Background: an optimization exercise with open tools, aiming at small area and a short achievable clock period. Do not read the settings as production practice. Only simulation tests tie the RTL to the original design; equivalence was not proved. Power figures rest on the tool's default switching activity, not on a simulated workload.

==> flow/design.v <==
module fp32_add (
    input  wire        clk,
    input  wire        rst,         
    input  wire        in_valid,
    input  wire [31:0] a,
    input  wire [31:0] b,
    output reg         out_valid,
    output reg  [31:0] y
);
    reg        s1_valid;
    reg [31:0] s1_a;
    reg [31:0] s1_b;
    wire [31:0] sum;
    always @(posedge clk) begin
        if (rst) begin
            s1_valid  <= 1'b0;
            out_valid <= 1'b0;
        end else begin
            s1_valid  <= in_valid;
            out_valid <= s1_valid;
        end
    end
    always @(posedge clk) begin
        s1_a <= a;
        s1_b <= b;
        y    <= sum;
    end
    fp32_add_core u_core (
        .a (s1_a),
        .b (s1_b),
        .y (sum)
    );
endmodule
module fp32_add_core (
    input  wire [31:0] a,
    input  wire [31:0] b,
    output reg  [31:0] y
);
    localparam [31:0] CANONICAL_NAN = 32'h7FC00000;
    wire       sa = a[31];
    wire       sb = b[31];
    wire [7:0] ea = a[30:23];
    wire [7:0] eb = b[30:23];
    wire [22:0] fa = a[22:0];
    wire [22:0] fb = b[22:0];
    wire a_nan  = (ea == 8'hFF) && (fa != 23'd0);
    wire b_nan  = (eb == 8'hFF) && (fb != 23'd0);
    wire a_inf  = (ea == 8'hFF) && (fa == 23'd0);
    wire b_inf  = (eb == 8'hFF) && (fb == 23'd0);
    wire a_zero = (ea == 8'h00) && (fa == 23'd0);
    wire b_zero = (eb == 8'h00) && (fb == 23'd0);
    wire [23:0] ma = {ea != 8'd0, fa};
    wire [23:0] mb = {eb != 8'd0, fb};
    wire [7:0]  xa = (ea != 8'd0) ? ea : 8'd1;
    wire [7:0]  xb = (eb != 8'd0) ? eb : 8'd1;
    wire [26:0] a0 = {ma, 3'b000};
    wire [26:0] b0 = {mb, 3'b000};
    wire       a_ge_b = (xa >= xb);
    wire [7:0] d      = a_ge_b ? (xa - xb) : (xb - xa);
    wire [7:0] e_big  = a_ge_b ? xa : xb;
    function [26:0] jam_shift_right;
        input [26:0] v;
        input [7:0]  sh;
        reg   [26:0] mask;
        begin
            if (sh == 8'd0) begin
                jam_shift_right = v;
            end else if (sh < 8'd27) begin
                mask = ~(27'h7FFFFFF << sh);
                jam_shift_right = (v >> sh) | {26'd0, |(v & mask)};
            end else begin
                jam_shift_right = {26'd0, |v};
            end
        end
    endfunction
    wire [26:0] al_a = a_ge_b ? a0 : jam_shift_right(a0, d);
    wire [26:0] al_b = a_ge_b ? jam_shift_right(b0, d) : b0;
    wire        same_sign = (sa == sb);
    wire        a_gt_b    = (al_a > al_b);
    wire        mag_equal = (al_a == al_b);
    wire [27:0] mag_big   = a_gt_b ? {1'b0, al_a} : {1'b0, al_b};
    wire [27:0] mag_small = a_gt_b ? {1'b0, al_b} : {1'b0, al_a};
    wire [27:0] s_sum     = same_sign ? ({1'b0, al_a} + {1'b0, al_b}) : (mag_big - mag_small);
    wire        r_sign    = same_sign ? sa : (a_gt_b ? sa : sb);
    function [4:0] lzc27;
        input [26:0] v;
        integer i;
        reg found;
        begin
            lzc27 = 5'd27;
            found = 1'b0;
            for (i = 26; i >= 0; i = i - 1) begin
                if (!found && v[i]) begin
                    lzc27 = 5'd26 - i[4:0];
                    found = 1'b1;
                end
            end
        end
    endfunction
    wire [4:0]  lz      = lzc27(s_sum[26:0]);
    wire [7:0]  e_cap   = e_big - 8'd1;
    wire [7:0]  n_shift = ({3'b000, lz} < e_cap) ? {3'b000, lz} : e_cap;
    reg  [26:0] norm;
    reg  [8:0]  e1;
    always @* begin
        if (s_sum[27]) begin
            norm = {s_sum[27:2], s_sum[1] | s_sum[0]};
            e1   = {1'b0, e_big} + 9'd1;
        end else begin
            norm = s_sum[26:0] << n_shift;
            e1   = {1'b0, e_big} - {1'b0, n_shift};
        end
    end
    wire        rl  = norm[3];
    wire        rg  = norm[2];
    wire        rr  = norm[1];
    wire        rt  = norm[0];
    wire        inc = rg & (rr | rt | rl);
    wire [24:0] m1  = {1'b0, norm[26:3]} + {24'd0, inc};
    reg  [23:0] m;
    reg  [8:0]  e2;
    always @* begin
        if (m1[24]) begin
            m  = m1[24:1];
            e2 = e1 + 9'd1;
        end else begin
            m  = m1[23:0];
            e2 = e1;
        end
    end
    wire        overflow = (e1 >= 9'd255) || (e2 >= 9'd255);
    wire [7:0]  ef       = m[23] ? e2[7:0] : 8'd0;
    wire [31:0] general  = overflow ? {r_sign, 8'hFF, 23'd0} : {r_sign, ef, m[22:0]};
    always @* begin
        if (a_nan)
            y = a;
        else if (b_nan)
            y = b;
        else if (a_inf && b_inf)
            y = (sa == sb) ? a : CANONICAL_NAN;
        else if (a_inf)
            y = a;
        else if (b_inf)
            y = b;
        else if (a_zero && b_zero)
            y = {sa & sb, 31'd0};
        else if (a_zero)
            y = b;
        else if (b_zero)
            y = a;
        else if (!same_sign && mag_equal)
            y = 32'd0;
        else
            y = general;
    end
endmodule
==> flow/run.sh <==
#!/bin/bash
# synth_recipe.tcl (not shown) runs the flow's synth.tcl, then flattens the netlist and writes it again
# the make line also repeats each setting of config.mk as NAME=value (left out here)
make -C /OpenROAD-flow-scripts/flow DESIGN_CONFIG=/design/flow/config.mk WORK_HOME=/design/flow/orfs CLKGATE_MAP_FILE= SYNTH_SCRIPT=/design/flow/synth_recipe.tcl finish
==> flow/config.mk <==
export PLATFORM = sky130hd
export DESIGN_NAME = fp32_add
export DESIGN_NICKNAME = fp32_add
export VERILOG_FILES = /design/flow/design.v
export SDC_FILE = /design/flow/constraint.sdc
export NUM_CORES = 4
export LEC_CHECK = 0
export CAP_MARGIN = 20
export CORE_MARGIN = 2
export CORE_UTILIZATION = 40
export SLEW_MARGIN = 20
==> flow/constraint.sdc <==
create_clock -name core_clock -period 17.0 [get_ports {clk}]
set_input_delay 3.4000 -clock core_clock [delete_from_list [all_inputs] [get_ports {clk}]]
set_output_delay 3.4000 -clock core_clock [all_outputs]
set_load 0.01 [all_outputs]
==> summary.txt <==
The residual DRC count came out at 0. The number of nets in the layout is 2759. The relative max-transition margin came out at 0.123. Routability-driven placement finished with a final weighted congestion of 1.06. The filler cell count in the final layout is 4602. The post-synthesis area per instance came out at ~7 um2. The total wirelength of the detailed-routed design came out at 98300 um. The total power per unit cell area is 162 nW/um2.

Sorting the synthesized cells by area gives the leading types as sky130_fd_sc_hd__dfxtp_1, sky130_fd_sc_hd__mux2i_1, sky130_fd_sc_hd__ha_1, sky130_fd_sc_hd__a21oi_1, sky130_fd_sc_hd__nand2_1. The mapped netlist covers ~18000 um2. Row generation in the floorplan step produced a little under 80 rows. The number of warnings issued by yosys came out at 2. The proportion of netlist area held by the largest area contributor is 0.110.

For this design, the sink count on the clock tree is 98. The boundary pin count came out at 100. The net count after synthesis is 2643. The global-route wire length before repair is 143000 um. In this run the remaining antenna-violating nets after routing total 0. TritonCTS built the clock tree. The die area came out at between 40000 and 50000 um2. The cell at the slowest stage of the critical path is sky130_fd_sc_hd__a2111oi_0. The post-route minimum period is around 17 ns.

The run finished with no timing, DRC or antenna violations. The largest incremental delay on the critical path came out at 0.83 ns. Summed over all instances, the cell type with the most area after synthesis is sky130_fd_sc_hd__dfxtp_1. The total chip power came out at approximately 3.3 mW. In this run the static leakage power is 8.27 nW. The final critical-path setup slack came out at 0.450 ns.

The cell seen most often among critical-path stages is sky130_fd_sc_hd__buf_4. The number of max-slew violations in the final report is 0. The first-pass iteration count of the detailed router is 8.

The starting density of the core came out at 0.404. The path category of the worst min-delay check is flip-flop to flip-flop. The data arrival at the endpoint of the critical path came out at roughly 17 ns. The final hold slack is 0.459 ns. The die boundary height is 215 um.

The endpoint identified for the worst register-to-register timing path is y[12]. The number of hold-slack violations in the final timing report came to 0. In this run the most critical hold path is launched from s1_valid.

In the synthesized netlist the dominant register cell turns out to be sky130_fd_sc_hd__dfxtp_1. The pin slew with the least headroom to its limit came out at 1.31 ns. The routed via count divided by cell count came out at 7.11. Prior to clock tree synthesis, the placed netlist has a worst setup slack of -0.0386 ns.

The maximum clock frequency is between 60 and 70 MHz. The level count of the clock H-tree came out at 3. The final setup violation count came out at 0. The pin count of the biggest net entering global routing is 61.

The post-route clock period utilization is 0.974. The startpoint of the worst-slack reg-to-reg timing path is s1_a[25]. The post-synthesis async set-or-reset flop share is 0. The first-iteration detailed-routing DRC count is 3631. The total global-route track usage came out at 0.408. The total negative slack came out at 0 ns. Data on the critical path is required at its endpoint by between 15 and 20 ns. The fraction of layout cells with a size suffix above 1 is 0.137. The number of antenna violations at the first check in global routing was 2. The clock skew came out at 0.0122 ns. The total congestion overflow after global routing is 0. The number of enable-type register cells in the synthesized netlist is 0. The routed layout has between 20000 and 25000 vias. Of all nets on the critical path, the largest fanout is 30. VDD sags by at most 0.0879 mV. The reg-to-reg setup timing slack is 0.45 ns.

The post-synthesis instance total came out at between 2000 and 2500. The number of buffers inserted during clock tree synthesis is 9. The die outline width came out at 215 um.

The critical path class is flip-flop to flip-flop. The tree is rooted in a sky130_fd_sc_hd__clkbuf_16. After clock tree synthesis, the clock-pin slew on the worst setup and hold paths is approximately 0.080 ns. The via count of the first global-routing pass is 21400.

The worst reg-to-reg path cell count is 52. The number of stages on the worst hold path came out at 1. After detailed routing, the average wire length per cell comes to around 31 um. In this run the deepest clock path goes through 2 buffers. The count of antenna diodes in the layout is 0.

The HPWL after detailed placement is 77400 um. For hold timing, the worst endpoint is out_valid. The count of cell types in the netlist is 119.

The flip-flop and latch count after synthesis came out at 98. The worst setup path is launched from a flip-flop. The worst setup path is captured at a flip-flop.

The worst-skew pair later-pin latency is 0.38 ns. After floorplanning, the core was sized to cover 44000 um2. Of the synthesized area, sequential elements account for 0.110. The number of maximum-capacitance constraint violations came out at 0. The count of buffers from port buffering came out at 99. The synthesis-to-layout area growth came out at 15.9%.
flip-flops by register name, indices dropped and copies added (netlist names):
signal and cells:
y 32, s1_b 32, s1_valid 1, out_valid 1, s1_a 32
worst max-delay path by stage:
stage | start | end | depth (start not counted)
after global placement | s1_a[25] | y[3] | 63
final | s1_a[25] | y[12] | 52
after global routing | s1_a[25] | y[5] | 70
after detailed placement | s1_a[25] | y[5] | 66
after floorplan | s1_a[25] | y[3] | 71
after CTS | s1_a[25] | y[5] | 69
cell usage after synthesis (38+ instances only):
| cell | number |
|---|---|
| sky130_fd_sc_hd__nand2_1 | 228 |
| sky130_fd_sc_hd__nor2_1 | 199 |
| sky130_fd_sc_hd__a21oi_1 | 181 |
| sky130_fd_sc_hd__mux2i_1 | 150 |
| sky130_fd_sc_hd__o21ai_0 | 127 |
| sky130_fd_sc_hd__inv_1 | 112 |
| sky130_fd_sc_hd__dfxtp_1 | 98 |
| sky130_fd_sc_hd__nor3_1 | 94 |
| sky130_fd_sc_hd__ha_1 | 88 |
| sky130_fd_sc_hd__clkbuf_1 | 86 |
| sky130_fd_sc_hd__nand3_1 | 80 |
| sky130_fd_sc_hd__o211ai_1 | 48 |
| sky130_fd_sc_hd__a211oi_1 | 42 |
| sky130_fd_sc_hd__buf_2 | 39 |
| sky130_fd_sc_hd__xnor2_1 | 39 |
| sky130_fd_sc_hd__mux2_2 | 38 |
cells by family (layout without fill, tap and decap cells):
group / Yosys count / after routing / share of synthesized area
fa+ha+maj: 91 / 91 / 0.0653
compound gates: 908 / 908 / 0.368
buf+inv: 278 / 399 / 0.0686
simple gates: 862 / 862 / 0.244
flops: 98 / 98 / 0.110
xor+xnor: 51 / 51 / 0.0256
mux: 197 / 197 / 0.118
metal layers:
layer | global-route usage | vias to the layer above | wire, um
li1 | - | 9852 | -
met1 | 0.533 | 10800 | 39100
met2 | 0.618 | 1729 | 41100
met3 | 0.105 | 369 | 11900
met4 | 0.212 | 2 | 6230
met5 | 0 | - | 11
final cells by class:
class	instances	area [um2]	area share
clock inverter	7	90.1	0.00437
multi-input combinational	2109	14800	0.721
inverter	119	447	0.0217
tap	592	741	0.0359
clock buffer	9	225	0.0109
timing repair buffer	264	2290	0.111
sequential	98	1960	0.0952
worst max-delay path: cells and delay by family (launching register included):
kind	cells	cell delay [ns]
compound gates	22	7.75
fa+ha+maj	4	1.44
buf+inv	7	1.55
flops	1	0.43
mux	1	0.13
simple gates	18	5.10
power breakdown:
part           leakage [nW]  internal [mW]  switching, mW
clock network         0.156          0.119          0.107
registers             0.824          0.281         0.0542
logic                  7.29           1.01           1.76
repair_timing:
| action | in CTS | in global routing |
|---|---|---|
| setup buffers | 0 | 7 |
| resized for setup | 5 | 48 |
| pin swaps | 0 | 2 |
| endpoints found under the setup margin | 2 | 31 |
| hold buffers | 0 | 0 |
cells in the final DEF (no fill, tap or decap), types with 15 or more instances in the layout:
master and count:
sky130_fd_sc_hd__a211oi_1 41, sky130_fd_sc_hd__a21o_1 32, sky130_fd_sc_hd__a21oi_1 180, sky130_fd_sc_hd__a221oi_1 28
sky130_fd_sc_hd__a22oi_1 34, sky130_fd_sc_hd__a31oi_1 31, sky130_fd_sc_hd__a32oi_1 18, sky130_fd_sc_hd__and2_1 33
sky130_fd_sc_hd__and3_1 27, sky130_fd_sc_hd__buf_4 158, sky130_fd_sc_hd__clkdlybuf4s50_1 99, sky130_fd_sc_hd__dfxtp_1 98
sky130_fd_sc_hd__ha_1 86, sky130_fd_sc_hd__inv_1 112, sky130_fd_sc_hd__mux2_2 38, sky130_fd_sc_hd__mux2i_1 143
sky130_fd_sc_hd__nand2_1 224, sky130_fd_sc_hd__nand2b_1 17, sky130_fd_sc_hd__nand3_1 79, sky130_fd_sc_hd__nand4_1 29
sky130_fd_sc_hd__nor2_1 194, sky130_fd_sc_hd__nor3_1 92, sky130_fd_sc_hd__nor4_1 32, sky130_fd_sc_hd__o2111ai_1 21
sky130_fd_sc_hd__o211ai_1 48, sky130_fd_sc_hd__o21a_1 16, sky130_fd_sc_hd__o21ai_0 124, sky130_fd_sc_hd__o21ai_1 28
sky130_fd_sc_hd__o21bai_1 19, sky130_fd_sc_hd__o221ai_1 15, sky130_fd_sc_hd__o22ai_1 22, sky130_fd_sc_hd__o31a_1 15
sky130_fd_sc_hd__o31ai_1 17, sky130_fd_sc_hd__or2_2 15, sky130_fd_sc_hd__or3_1 25, sky130_fd_sc_hd__xnor2_1 38
metrics by stage:
step	instance area, um2	utilization	cells
2_1_floorplan	17800	-	2485
3_3_place_gp	20000	0.453	3175
3_5_place_dp	20000	0.453	3175
4_1_cts	20300	0.461	3191
5_1_grt	20600	0.468	3198
6_report	20600	0.468	3198

[afterwards: timing with drivers on the ports]
The flow's constraints put no driver on any port. The routed layout listed below was extracted and timed again, unchanged, in two steps.
Step 1, drivers: a clkbuf_16 drives clk and a buf_2 each remaining input, both assumed.
Step 2 moves the port delays by t, midway between the first and last clock arrival at a register: inputs arrive t later, outputs are due t later. That takes back most of the time a late clock gives input paths.
Slacks: ideal ports / drivers / drivers and shift; pairs: ideal ports / drivers.
t, ns: 0.415
slack for setup (ns): 0.450 / 0.450 / 0.450
worst setup path after step 2: register to register
cell pins on the clock port's net: 1
After both steps this run still meets setup and hold. For this run, drivers alone change the setup slack by 0.000 ns; drivers and shift together by 0.000 ns.
